What follows belongs to an exercise in optimizing a design on an open flow for small area, a short achievable clock period and few clock cycles; a production flow would make more cautious choices.
The RTL of this run was laid out without a check of its function.
Power figures rest on the tool's default switching activity, not on a simulated workload.

==> design/flow/design.v <==
module lcde_add #(parameter W = 34) (
    input  wire [W-1:0] a,
    input  wire [W-1:0] b,
    input  wire         cin,
    output reg  [W-1:0] s,
    output reg          co
);
    reg [W:0] g, p, gn, pn;
    integer i, d;
    always @(*) begin
        g = {a & b, cin};
        p = {a ^ b, 1'b0};
        for (d = 1; d <= W; d = d * 2) begin
            gn = g;
            pn = p;
            for (i = 0; i <= W; i = i + 1)
                if ((i / d) % 2 == 1) begin
                    gn[i] = g[i] | (p[i] & g[(i / d) * d - 1]);
                    pn[i] = p[i] & p[(i / d) * d - 1];
                end
            g = gn;
            p = pn;
        end
        for (i = 0; i < W; i = i + 1)
            s[i] = a[i] ^ b[i] ^ g[i];
        co = g[W];
    end
endmodule
module lcde (
    input  wire        clk,
    input  wire        rst,           
    input  wire        csr_we,
    input  wire [3:0]  csr_addr,
    input  wire [31:0] csr_wdata,
    output reg  [31:0] csr_rdata,
    output wire [2:0]  status,        
    output reg         pt_req,
    output reg  [16:0] pt_addr,
    input  wire        pt_ack,
    input  wire [31:0] pt_rdata,
    output reg         snk_valid,
    output reg  [1:0]  snk_cmd,
    output reg         cb_req,
    input  wire        cb_ack,
    input  wire [31:0] cb_count,
    output reg         diag
);
    localparam [1:0] ST_IDLE = 2'd0, ST_BUSY = 2'd1, ST_DONE = 2'd2;
    localparam [2:0] SCH_PCM = 3'd0, SCH_PPM = 3'd1, SCH_PWM = 3'd2,
                     SCH_PWMP = 3'd3, SCH_PWMT = 3'd4, SCH_MANZ = 3'd5;
    localparam [1:0] CMD_B0 = 2'b00, CMD_B1 = 2'b01, CMD_ROW = 2'b10, CMD_CLR = 2'b11;
    localparam [2:0] C_IDLE  = 3'd0,
                     C_MZ0   = 3'd1,    
                     C_RUN   = 3'd2,    
                     C_EMIT  = 3'd3,    
                     C_FLCB  = 3'd4,    
                     C_FLB0  = 3'd5,    
                     C_ABORT = 3'd6;    
    reg [4:0]  mode_q;
    reg [31:0] short_q, long_q, reset_q, tol_q, syncw_q;
    reg [1:0]  arg_q;
    reg [15:0] num_q;
    reg [1:0]  state_q;
    reg        abort_q;
    reg [31:0] events_q;
    reg [15:0] n_q;
    reg [2:0]  cs_q;
    reg        ph_q;          
    reg        pv_q, gv_q;    
    reg        pfv_q;         
    reg        pf_ws, pf_wl, pf_wy, pf_les, pf_lts, pf_ltl, pf_bad;
    reg [31:0] p_q, g_q;
    reg        sbd_q;
    reg        row0ne_q;
    reg [33:0] u_q;           
    reg [34:0] qm_q;          
    reg [32:0] rm_q;          
    reg        rraw_q;
    reg        bad_q, gov_q, fl_q;
    reg        is_pcm, is_ppm, is_pwm, is_pwmp, is_pwmt, is_manz;
    wire       cben    = mode_q[3];
    wire       verb    = mode_q[4];
    reg        ne_q, nl_q;    
    assign status = {abort_q, state_q};
    always @(*) begin
        case (csr_addr)
            4'd1:    csr_rdata = {29'd0, abort_q, state_q};
            4'd2:    csr_rdata = {27'd0, mode_q};
            4'd3:    csr_rdata = short_q;
            4'd4:    csr_rdata = long_q;
            4'd5:    csr_rdata = reset_q;
            4'd6:    csr_rdata = {30'd0, arg_q};
            4'd7:    csr_rdata = tol_q;
            4'd8:    csr_rdata = syncw_q;
            4'd9:    csr_rdata = {16'd0, num_q};
            4'd10:   csr_rdata = events_q;
            4'd11:   csr_rdata = {16'd0, n_q};
            default: csr_rdata = 32'd0;
        endcase
    end
    wire start_wr = csr_we && (csr_addr == 4'd0) && csr_wdata[0] && (state_q != ST_BUSY);
    function automatic lt35(input [34:0] a, input [34:0] b, input strict);
        reg [36:0] s;
        begin
            s = {a[34], a, strict} + {~b[34], ~b, strict};
            lt35 = s[36];
        end
    endfunction
    wire g_lt_s  = lt35({3'd0, g_q}, {3'd0, short_q}, 1'b1);             
    wire g_cmp_l = lt35({3'd0, g_q}, {3'd0, long_q},  !is_pwm);          
    wire g_cmp_r = lt35({3'd0, g_q}, {3'd0, reset_q}, is_ppm);           
    wire g_gt_r  = !g_cmp_r;
    wire        pcm_ld = is_pcm && pfv_q;
    wire [31:0] hw    = is_pwmp ? tol_q :
                        is_pcm  ? (pfv_q ? g_q : {2'b00, long_q[31:2]}) :
                        is_manz ? {1'b0, short_q[31:1]} : 32'd0;
    wire [31:0] hr    = pcm_ld ? {1'b0, short_q[31:1]} : hw;
    wire        rcin  = pcm_ld ? ~short_q[0] : 1'b1;
    wire [31:0] qa    = is_manz ? short_q : p_q;
    wire [34:0] q_w, r_w;
    wire        q_co, r_co;
    lcde_add #(.W(35)) u_qw (.a({3'd0, qa}),  .b({3'd0, hw}),  .cin(1'b0), .s(q_w), .co(q_co));
    lcde_add #(.W(35)) u_rw (.a({3'd0, p_q}), .b(~{3'd0, hr}), .cin(rcin), .s(r_w), .co(r_co));
    wire        wstr  = !is_pcm;    
    wire        s_lt_q = lt35({3'd0, short_q}, q_w, wstr);
    wire        r_lt_s = lt35(r_w, {3'd0, short_q}, wstr);
    wire        l_lt_q = lt35({3'd0, long_q}, q_w, 1'b1);
    wire        r_lt_l = lt35(r_w, {3'd0, long_q}, 1'b1);
    wire        y_lt_q = lt35({3'd0, syncw_q}, q_w, 1'b1);
    wire        r_lt_y = lt35(r_w, {3'd0, syncw_q}, 1'b1);
    wire        win_s  = r_lt_s && s_lt_q;
    wire        win_l  = r_lt_l && l_lt_q;
    wire        win_y  = (syncw_q != 32'd0) && r_lt_y && y_lt_q;
    wire        p_le_s = !s_lt_q;
    wire        p_lt_s = r_lt_s;
    wire        p_lt_l = r_lt_l;
    wire [1:0]  band   = pf_lts ? 2'd0 : pf_ltl ? 2'd1 : 2'd2;
    wire [33:0] k15    = {1'b0, q_w[32:0]};           
    wire [31:0] ub     = is_pcm ? short_q : ph_q ? g_q : p_q;
    wire [33:0] u_sub;
    wire        u_co;
    lcde_add #(.W(34)) u_us (.a(u_q), .b(~{2'b00, ub}), .cin(1'b1), .s(u_sub), .co(u_co));
    wire        mz_hit = !u_co;                       
    wire [33:0] ym_load = r_w[33:0];                  
    wire [34:0] pg_sum  = q_w;
    wire [34:0] qm_load;                              
    wire        c3;
    lcde_add #(.W(35)) u_ql (.a(pg_sum), .b({4'b1111, ~long_q[31:1]}), .cin(~long_q[0]), .s(qm_load), .co(c3));
    wire        bad_load = (short_q != long_q) && !(s_lt_q && r_lt_s);
    wire [33:0] ym_sub = u_sub;
    wire [34:0] qm_sub;
    wire [32:0] rm_sub;
    wire        c5, c6;
    lcde_add #(.W(35)) u_qs (.a(qm_q), .b(~{3'b000, long_q}), .cin(1'b1), .s(qm_sub), .co(c5));
    lcde_add #(.W(33)) u_rs (.a(rm_q), .b(~{1'b0, long_q}), .cin(1'b1), .s(rm_sub), .co(c6));
    wire        e_b1   = !u_q[33];
    wire [31:0] ev_sum;
    wire        c7;
    lcde_add #(.W(32)) u_ev (.a(events_q), .b(cb_count), .cin(1'b0), .s(ev_sum), .co(c7));
    wire        e_qp   = !qm_q[34];
    wire        rneg   = rraw_q ? !c6 : rm_q[32];          
    wire        e_b0   = e_qp && !rneg;
    wire [15:0] n_inc   = n_q + 16'd1;
    wire        n_end   = ne_q;
    wire        n_last  = nl_q;
    wire        n_last2 = ((n_q + 16'd2) == num_q);
    wire        run_ok   = (cs_q == C_RUN) && !n_end;
    wire [16:0] addr_inc  = pt_addr + (is_ppm ? 17'd2 : 17'd1);
    wire        more_cur  = lt35({19'd0, pt_addr[16:1]},  {19'd0, num_q}, 1'b1);
    wire        more_inc  = lt35({19'd0, addr_inc[16:1]}, {19'd0, num_q}, 1'b1);
    reg  [1:0]  state_d;
    reg         abort_d;
    reg  [31:0] events_d;
    reg  [15:0] n_d;
    reg  [2:0]  cs_d;
    reg         ph_d, pv_d, gv_d, sbd_d, row0ne_d;
    reg  [33:0] u_d;
    reg  [34:0] qm_d;
    reg  [32:0] rm_d;
    reg         rraw_d;
    reg         bad_d, gov_d, fl_d;
    reg         snk_valid_d, diag_d, cb_req_d, pt_req_d;
    reg  [1:0]  snk_cmd_d;
    reg  [16:0] pt_addr_d;
    reg         p_use, g_use, acc, fetch_on;
    reg         fcond, last, n_step;
    task automatic emit(input [1:0] cmd);
        begin
            snk_valid_d = 1'b1;
            snk_cmd_d   = cmd;
        end
    endtask
    task automatic pcm_load;
        begin
            u_d   = ym_load;
            qm_d  = qm_load;
            rm_d  = {1'b0, reset_q};
            rraw_d = 1'b1;
            bad_d = pf_bad;
            gov_d = g_gt_r;
            fl_d  = 1'b1;
            p_use = 1'b1;
            g_use = 1'b1;
            cs_d  = C_EMIT;
        end
    endtask
    task automatic pcm_finish;
        begin
            n_d = n_inc;
            n_step = 1'b1;
            if (!n_last && pfv_q && gv_q) pcm_load;
            else                         cs_d = C_RUN;
        end
    endtask
    task automatic flush;
        begin
            if (cben) begin
                cb_req_d = 1'b1;
                cs_d     = C_FLCB;
            end else begin
                diag_d = 1'b1;
                emit(CMD_CLR);
                if (is_manz) cs_d = C_FLB0;
            end
        end
    endtask
    always @(*) begin
        state_d   = state_q;
        abort_d   = abort_q;
        events_d  = events_q;
        n_d       = n_q;
        cs_d      = cs_q;
        ph_d      = ph_q;
        sbd_d     = sbd_q;
        row0ne_d  = row0ne_q;
        u_d       = u_q;
        qm_d      = qm_q;
        rm_d      = rm_q;
        rraw_d    = rraw_q;
        bad_d     = bad_q;
        gov_d     = gov_q;
        fl_d      = fl_q;
        snk_valid_d = 1'b0;
        snk_cmd_d   = snk_cmd;
        diag_d      = 1'b0;
        cb_req_d    = 1'b0;
        p_use       = 1'b0;
        g_use       = 1'b0;
        fcond       = fl_q && (gov_q || n_last);
        last        = 1'b0;
        n_step      = 1'b0;
        case (cs_q)
            C_IDLE: begin
                if (start_wr) begin
                    state_d  = ST_BUSY;
                    abort_d  = 1'b0;
                    events_d = 32'd0;
                    n_d      = 16'd0;
                    sbd_d    = 1'b0;
                    u_d      = k15;
                    ph_d     = is_ppm;
                    emit(CMD_CLR);
                    cs_d     = is_manz ? C_MZ0 : C_RUN;
                end
            end
            C_MZ0, C_FLB0: begin
                emit(CMD_B0);
                cs_d = C_RUN;
            end
            C_RUN: begin
                if (n_end) begin
                    state_d = ST_DONE;
                    cs_d    = C_IDLE;
                end else if (is_pcm) begin
                    if (pfv_q && gv_q) pcm_load;
                end else if (!ph_q) begin
                    if (pfv_q) begin
                        p_use = 1'b1;
                        ph_d  = 1'b1;
                        case (1'b1)
                            is_pwm: begin
                                if (arg_q == 2'd1 && !sbd_q) sbd_d = 1'b1;
                                else if (pf_les)             emit(CMD_B1);
                                else                         emit(CMD_B0);
                            end
                            is_pwmp: begin
                                if (pf_ws)      emit(CMD_B1);
                                else if (pf_wl) emit(CMD_B0);
                                else if (pf_wy) emit(CMD_ROW);
                                else begin
                                    emit(CMD_CLR);
                                    cs_d = C_ABORT;
                                end
                            end
                            is_pwmt: begin
                                if (band == arg_q)      emit(CMD_ROW);
                                else if (band == 2'd0)  emit(CMD_B0);
                                else if (band == 2'd2)  emit(CMD_B1);
                                else if (arg_q == 2'd0) emit(CMD_B0);
                                else                    emit(CMD_B1);
                            end
                            default: begin  
                                if (mz_hit) begin
                                    emit(CMD_B0);
                                    u_d = k15;
                                end else begin
                                    u_d = u_sub;
                                end
                            end
                        endcase
                    end
                end else begin
                    if (gv_q) begin
                        g_use = 1'b1;
                        ph_d  = is_ppm;
                        n_d   = n_inc;
                        n_step = 1'b1;
                        case (1'b1)
                            is_ppm: begin
                                if (g_lt_s)       emit(CMD_B0);
                                else if (g_cmp_l) emit(CMD_B1);
                                else if (g_cmp_r) emit(CMD_ROW);
                                else              flush;
                            end
                            is_pwm: begin
                                if (g_gt_r) begin
                                    sbd_d = 1'b0;
                                    flush;
                                end else if (!g_cmp_l) begin
                                    sbd_d = 1'b0;
                                    emit(CMD_ROW);
                                end
                            end
                            is_manz: begin
                                u_d = k15;
                                if (g_gt_r)      flush;
                                else if (mz_hit) emit(CMD_B1);
                                else             u_d = u_sub;
                            end
                            default: begin  
                                if (g_gt_r) flush;
                            end
                        endcase
                    end
                end
            end
            C_EMIT: begin
                if (e_b1) begin
                    emit(CMD_B1);
                    u_d = ym_sub;
                    if (e_qp) qm_d = qm_sub;
                    if (rraw_q) begin
                        rm_d   = rm_sub;
                        rraw_d = 1'b0;
                    end
                    last = !u_co && !(e_qp && c5 && !rneg) && !bad_q && !fcond;
                end else if (e_b0 && rraw_q) begin
                    rm_d   = rm_sub;
                    rraw_d = 1'b0;
                end else if (e_b0) begin
                    emit(CMD_B0);
                    qm_d = qm_sub;
                    rm_d = rm_sub;
                    last = !(c5 && c6) && !bad_q && !fcond;
                end else if (bad_q) begin
                    emit(CMD_CLR);
                    bad_d = 1'b0;
                    last  = 1'b1;
                end else if (fcond && row0ne_q) begin
                    fl_d = 1'b0;
                    flush;
                    last = !cben;
                end else begin
                    last = 1'b1;
                end
                if (last) pcm_finish;
            end
            C_FLCB: begin
                if (cb_ack) begin
                    events_d = ev_sum;
                    diag_d   = verb && (cb_count != 32'd0);
                    emit(CMD_CLR);
                    if (is_pcm)       pcm_finish;
                    else if (is_manz) cs_d = C_FLB0;
                    else              cs_d = C_RUN;
                end else begin
                    cb_req_d = 1'b1;
                end
            end
            C_ABORT: begin
                events_d = 32'd0;
                abort_d  = 1'b1;
                state_d  = ST_DONE;
                cs_d     = C_IDLE;
            end
            default: cs_d = C_IDLE;
        endcase
        if (snk_valid_d) row0ne_d = (snk_cmd_d != CMD_CLR);
        acc = pt_req && pt_ack && (pt_addr[0] ? (!gv_q || g_use) : (!pv_q || p_use));
        pv_d = (pv_q && !p_use) || (acc && !pt_addr[0]);
        gv_d = (gv_q && !g_use) || (acc &&  pt_addr[0]);
        pt_addr_d = acc ? addr_inc : pt_addr;
        fetch_on  = (cs_q != C_IDLE);
        pt_req_d  = fetch_on && (acc ? more_inc : more_cur);
        if (cs_q == C_IDLE) begin
            pv_d      = 1'b0;
            gv_d      = 1'b0;
            pt_addr_d = {16'd0, is_ppm};
            pt_req_d  = start_wr && (num_q != 16'd0);
        end
    end
    always @(posedge clk) begin
        if (csr_we) begin
            case (csr_addr)
                4'd2: begin
                    mode_q  <= csr_wdata[4:0];
                    is_pcm  <= (csr_wdata[2:0] == SCH_PCM);
                    is_ppm  <= (csr_wdata[2:0] == SCH_PPM);
                    is_pwm  <= (csr_wdata[2:0] == SCH_PWM);
                    is_pwmp <= (csr_wdata[2:0] == SCH_PWMP);
                    is_pwmt <= (csr_wdata[2:0] == SCH_PWMT);
                    is_manz <= (csr_wdata[2:0] == SCH_MANZ);
                end
                4'd3: short_q <= csr_wdata;
                4'd4: long_q  <= csr_wdata;
                4'd5: reset_q <= csr_wdata;
                4'd6: arg_q   <= csr_wdata[1:0];
                4'd7: tol_q   <= csr_wdata;
                4'd8: syncw_q <= csr_wdata;
                4'd9: num_q   <= csr_wdata[15:0];
                default: ;
            endcase
        end
        if (acc) begin
            if (pt_addr[0]) g_q <= pt_rdata;
            else            p_q <= pt_rdata;
        end
        pt_addr  <= pt_addr_d;
        if (cs_q == C_IDLE) begin
            ne_q <= (num_q == 16'd0);
            nl_q <= (num_q == 16'd1);
        end else if (n_step) begin
            ne_q <= nl_q;
            nl_q <= n_last2;
        end
        snk_cmd  <= snk_cmd_d;
        sbd_q    <= sbd_d;
        row0ne_q <= row0ne_d;
        u_q      <= u_d;
        qm_q     <= qm_d;
        rm_q     <= rm_d;
        rraw_q   <= rraw_d;
        bad_q    <= bad_d;
        gov_q    <= gov_d;
        fl_q     <= fl_d;
        if (!pfv_q) begin
            pf_ws  <= win_s;
            pf_wl  <= win_l;
            pf_wy  <= win_y;
            pf_les <= p_le_s;
            pf_lts <= p_lt_s;
            pf_ltl <= p_lt_l;
            pf_bad <= bad_load;
        end
        ph_q     <= ph_d;
        if (rst) begin
            state_q   <= ST_IDLE;
            abort_q   <= 1'b0;
            events_q  <= 32'd0;
            n_q       <= 16'd0;
            cs_q      <= C_IDLE;
            pv_q      <= 1'b0;
            pfv_q     <= 1'b0;
            gv_q      <= 1'b0;
            snk_valid <= 1'b0;
            diag      <= 1'b0;
            cb_req    <= 1'b0;
            pt_req    <= 1'b0;
        end else begin
            state_q   <= state_d;
            abort_q   <= abort_d;
            events_q  <= events_d;
            n_q       <= n_d;
            cs_q      <= cs_d;
            pv_q      <= pv_d;
            pfv_q     <= pv_q && !p_use && !(acc && !pt_addr[0]) && (cs_q != C_IDLE);
            gv_q      <= gv_d;
            snk_valid <= snk_valid_d;
            diag      <= diag_d;
            cb_req    <= cb_req_d;
            pt_req    <= pt_req_d;
        end
    end
endmodule
==> design/flow/flow/run.sh <==
#!/bin/bash
# The standard layout (standard synthesis, floorplan, power grid, placement, CTS,
# routing), with one change: the buffer placed on every input and output port
# is a sky130_fd_sc_hd__buf_2 instead of the default delay buffer.
set -euo pipefail
bash standard.sh BUFFER_PORTS_ARGS="-buffer_cell sky130_fd_sc_hd__buf_2" finish > standard_flow.log 2>&1
==> design/flow/standard.sh <==
#!/bin/bash
# synth_recipe.tcl (not shown) runs the flow's synth.tcl, then flattens the netlist and writes it again
# the make line also repeats each setting of config.mk as NAME=value (left out here)
make -C /OpenROAD-flow-scripts/flow DESIGN_CONFIG=/design/flow/config.mk WORK_HOME=/design/flow/orfs CLKGATE_MAP_FILE= SYNTH_SCRIPT=/design/flow/synth_recipe.tcl "${@:-finish}"
==> design/flow/config.mk <==
export PLATFORM = sky130hd
export DESIGN_NAME = lcde
export DESIGN_NICKNAME = lcde
export VERILOG_FILES = /design/flow/design.v
export SDC_FILE = /design/flow/constraint.sdc
export NUM_CORES = 4
export LEC_CHECK = 0
export CAP_MARGIN = 20
export CORE_MARGIN = 2
export CORE_UTILIZATION = 50
export SETUP_SLACK_MARGIN = 4
export SLEW_MARGIN = 20
==> design/flow/constraint.sdc <==
create_clock -name core_clock -period 10.0 [get_ports {clk}]
set_input_delay 2.0000 -clock core_clock [delete_from_list [all_inputs] [get_ports {clk}]]
set_output_delay 2.0000 -clock core_clock [all_outputs]
set_load 0.01 [all_outputs]
==> impl_metrics.ini <==
[sta]
setup_viol_count_final = 0
setup_repair_after_global_routing_missed_its_margin = yes
timing.setup.tns_ns = 0
maxSlewHeadroom_pct = 15.74
holdWs_ns = 0.5290
maxSlewViolCount = 0
final-hold-violation-count = 0
post_route_skew_ns = 0.03397
worst-slew-pin-transition_ns = 1.264
final_min_period_over_clock_period_pct = 60.87
fin_ws_ns = 3.913
fin_crit_ns = 6.087
max_freq_mhz = 164.3

[pwr]
power.static_leakage_nw = 19.05
vdd_ir_drop_max_mv = 0.1386
p_per_area_mw_per_mm2 = 122.7

[clock_tree]
clk_path_buf_depth = 3
htree_num_levels = 2
clock_insertion_delay_at_the_later_pin_of_the_skew_report_ns = 0.65
cts_tree = built
clock_tree.root_cell = clkbuf_16
cts.clk_slew.worst_paths_ns = 0.06
clock_sink_count = 451
cts_made_buffers = 54

[cells_and_area]
syn_to_final_growth_pct = 13.33
net_count_reported_at_finish = 5198
post_route_cells_drive_above_1_share_pct = 12.30
final_standard_cell_utilization_of_the_core_pct = 57.03

[route]
remaining_drc_errors = 0
vias = 36269
detail_route.iter0.violations = 4846
detail_route.first_pass.iterations = 6
avgViaCountPerCell = 6.460
wl_um = 155800
drt.antenna.violating_nets = 0
routed_wire_per_std_cell_um = 27.75

[global_route]
grt_max_degree = 87
grt_first_pass_wirelength_um = 225300
grtUsageTotal_pct = 37.18
grt_pass1_vias = 33972
antenna_found_initial = 3
globalRoute.totalOverflow = 0

[synth]
synthesis.instances = 4339
synth.net_count = 5021
synth_sequential_area_ratio_pct = 32.18
synth_top_flop_cell = edfxtp_1
post_synth.cell_area_avg_sq_um = 9.132
post_synth_most_frequent_cells = ha_1 (541), a21oi_1 (375), edfxtp_1 (372)
yosysUniqueCellTypes = 103
post-synth-top-count-cell = ha_1
synth.area.top_cells = edfxtp_1 (28%), ha_1 (17%), a21oi_1 (4.7%), dfxtp_1 (4.0%), xnor2_1 (3.5%)
synthesis.yosys.warnings = 5
synth.cell_area_sq_mm = 0.03962
synth_edf_count = 372
synth-seq-cells = 451
synth-async-reset-ratio_pct = 0
post-synth-top-area-cell = edfxtp_1
yosys.area.top_type_share_pct = 28.19

[floorplanning]
io-pin-count = 163
floorplan.die.height_um = 285.5
floorplan.initialDensity_pct = 50.32
fp.dieArea_sq_mm = 0.08151
site_row_count = 103
core-area_sq_mm = 0.07874
die_w_um = 285.5

[worst_setup_path]
required_arrival_time_at_the_worst_endpoint_ns = 10.48
worst_setup_path_start_kind = flop
critPathCaptureType = flop
timing.critical_path.arrival_ns = 6.57
critPathKind = reg2reg
worstPathMaxFanout = 7

[placed_design]
dp_worst_setup_slack_ns = 2.848
portBuffers = 162
gpl.final_weighted_congestion = 1.032
dp.final_hpwl_um = 121600

[run_status]
run_status = no timing/DRC/antenna violations

[job]
max_cap_viol_count = 0

[min_path]
hold_class = reg2reg
worst max-delay path: stages, from the launching register on:
cell       delay, ns
edfxtp_1        0.44
buf_4           0.17
buf_6           0.13
buf_4           0.13
o21ai_0         0.37
ha_1            0.35
o21ai_4         0.09
o21ai_2         0.10
and4_4          0.17
or3_4           0.37
a21boi_4        0.20
inv_2           0.05
fa_2            0.35
xor2_2          0.18
ha_2            0.20
or3_1           0.35
a311o_1         0.31
o2111ai_2       0.09
o31ai_1         0.09
buf_4           0.17
o2bb2ai_4       0.14
a41o_1          0.20
o41a_1          0.35
a21oi_2         0.20
nor2b_2         0.07
buf_4           0.12
or4_4           0.49
o21ai_2         0.07
sequential cells by signal, indices dropped and copies added (netlist names), 2 cells and up:
signal    flops
p_q          32
arg_q         2
reset_q      32
snk_cmd       2
syncw_q      32
n_q          16
pt_addr      17
g_q          32
qm_q         35
short_q      32
rm_q         33
mode_q        5
tol_q        32
cs_q          3
state_q       2
num_q        16
events_q     32
u_q          34
long_q       32
cell usage in the layout (no fill, tap or decap), types with 18 or more instances in the layout:
| cell type | count |
|---|---|
| nand4_1 | 54 |
| o31ai_1 | 32 |
| dfxtp_1 | 78 |
| clkbuf_16 | 61 |
| xor2_1 | 80 |
| nor4_1 | 39 |
| a31oi_1 | 60 |
| buf_4 | 98 |
| nor2b_1 | 42 |
| nand2_1 | 305 |
| nor2_1 | 327 |
| a22oi_1 | 113 |
| fa_1 | 32 |
| xnor2_1 | 146 |
| a221oi_1 | 24 |
| nand2b_1 | 51 |
| o211ai_1 | 21 |
| ha_1 | 530 |
| and3_1 | 39 |
| and2_1 | 20 |
| edfxtp_1 | 372 |
| inv_1 | 316 |
| a21oi_2 | 18 |
| nand3_1 | 61 |
| a21oi_1 | 357 |
| mux2i_1 | 117 |
| o21a_1 | 37 |
| a21o_1 | 110 |
| or4_1 | 23 |
| nor3_1 | 71 |
| buf_2 | 162 |
| o21ai_0 | 239 |
| o21bai_1 | 19 |
| a211oi_1 | 54 |
metrics by stage:
step | std cells | total power, mW | instance area, sq um
CTS | 5585 | 5.454 | 44290
floorplan | 4339 | 2.895 | 39670
finish | 5614 | 5.510 | 44910
global route | 5612 | 5.693 | 44900
detailed placement | 5453 | 3.293 | 41680
global placement | 5453 | 3.286 | 41680
worst paths after layout:
kind / from / to / slack [ns] / cells past startpoint
max: is_manz$_DFFE_PP_ / qm_q[33]$_DFFE_PP_ / 3.91 / 27
min: pv_q$_SDFF_PP0_ / pfv_q$_SDFF_PP0_ / 0.53 / 2
max reg2reg: is_manz$_DFFE_PP_ / qm_q[33]$_DFFE_PP_ / 3.91 / 27
min reg2reg: pv_q$_SDFF_PP0_ / pfv_q$_SDFF_PP0_ / 0.53 / 2
layer usage:
layer,global-route usage [%],wire length (um),vias up
met1,53.90,67640,17511
met2,53.12,63470,1877
met4,14.35,7164,2
met3,9.019,17490,285
met5,0,13,-
li1,-,-,16594
where the power goes:
part	switching [mW]	total, mW	internal [mW]
Sequential	0.0841	2.19	2.10
Clock	0.897	2.16	1.26
Combinational	0.725	1.16	0.439
final cells by class:
| type | count | area, sq um |
|---|---|---|
| Multi-Input combinational cell | 3403 | 25660 |
| Sequential cell | 451 | 12760 |
| Inverter | 325 | 1245 |
| Fill cell | 7206 | 33840 |
| Tap cell | 1050 | 1314 |
| Clock buffer | 68 | 1540 |
| Antenna cell | 2 | 5.005 |
| Clock inverter | 34 | 409.1 |
| Timing Repair Buffer | 281 | 1972 |
what timing repair did:
item	in CTS	in global routing
pin swaps	22	27
gates cloned	4	2
resized for setup	77	81
setup endpoints to repair	87	81
setup buffers	26	24
hold buffers	0	0
cells by family (layout without fill, tap and decap cells):
| group | after synthesis | count (layout) | synth area share, % |
|---|---|---|---|
| other cells | 0 | 2 | 0 |
| simple gates | 1155 | 1155 | 14.13 |
| mux | 130 | 130 | 3.344 |
| fa+ha+maj | 577 | 577 | 18.90 |
| flops | 451 | 451 | 32.18 |
| compound gates | 1299 | 1299 | 21.38 |
| xor+xnor | 242 | 242 | 5.349 |
| buf+inv | 485 | 708 | 4.705 |

[separate check: timing with driven ports]
In the flow no input, the clock included, has a driving cell. The finished layout below was timed again as built, in two steps. Step 1 sets driving cells, clkbuf_16 on the clock port and buf_2 on the other inputs (assumed; they add their load-dependent delay and slew). Step 2, shift: input delay + t, output delay - t, t = (earliest + latest rising clock arrival at the registers) / 2. This alone moves slack from input paths to output paths. a / b / c = no drivers / after step 1 / after step 2; a / b = the first two.
t, ns: 0.706
setup slack, ns: 3.913 / 3.913 / 3.913
worst register clock-pin slew, ns: 0.07 / 0.07
cell pins on the clock port's net: 1
After both steps setup and hold are still met in this run. For this run, drivers alone change the setup slack by 0.000 ns; drivers and shift together by 0.000 ns.
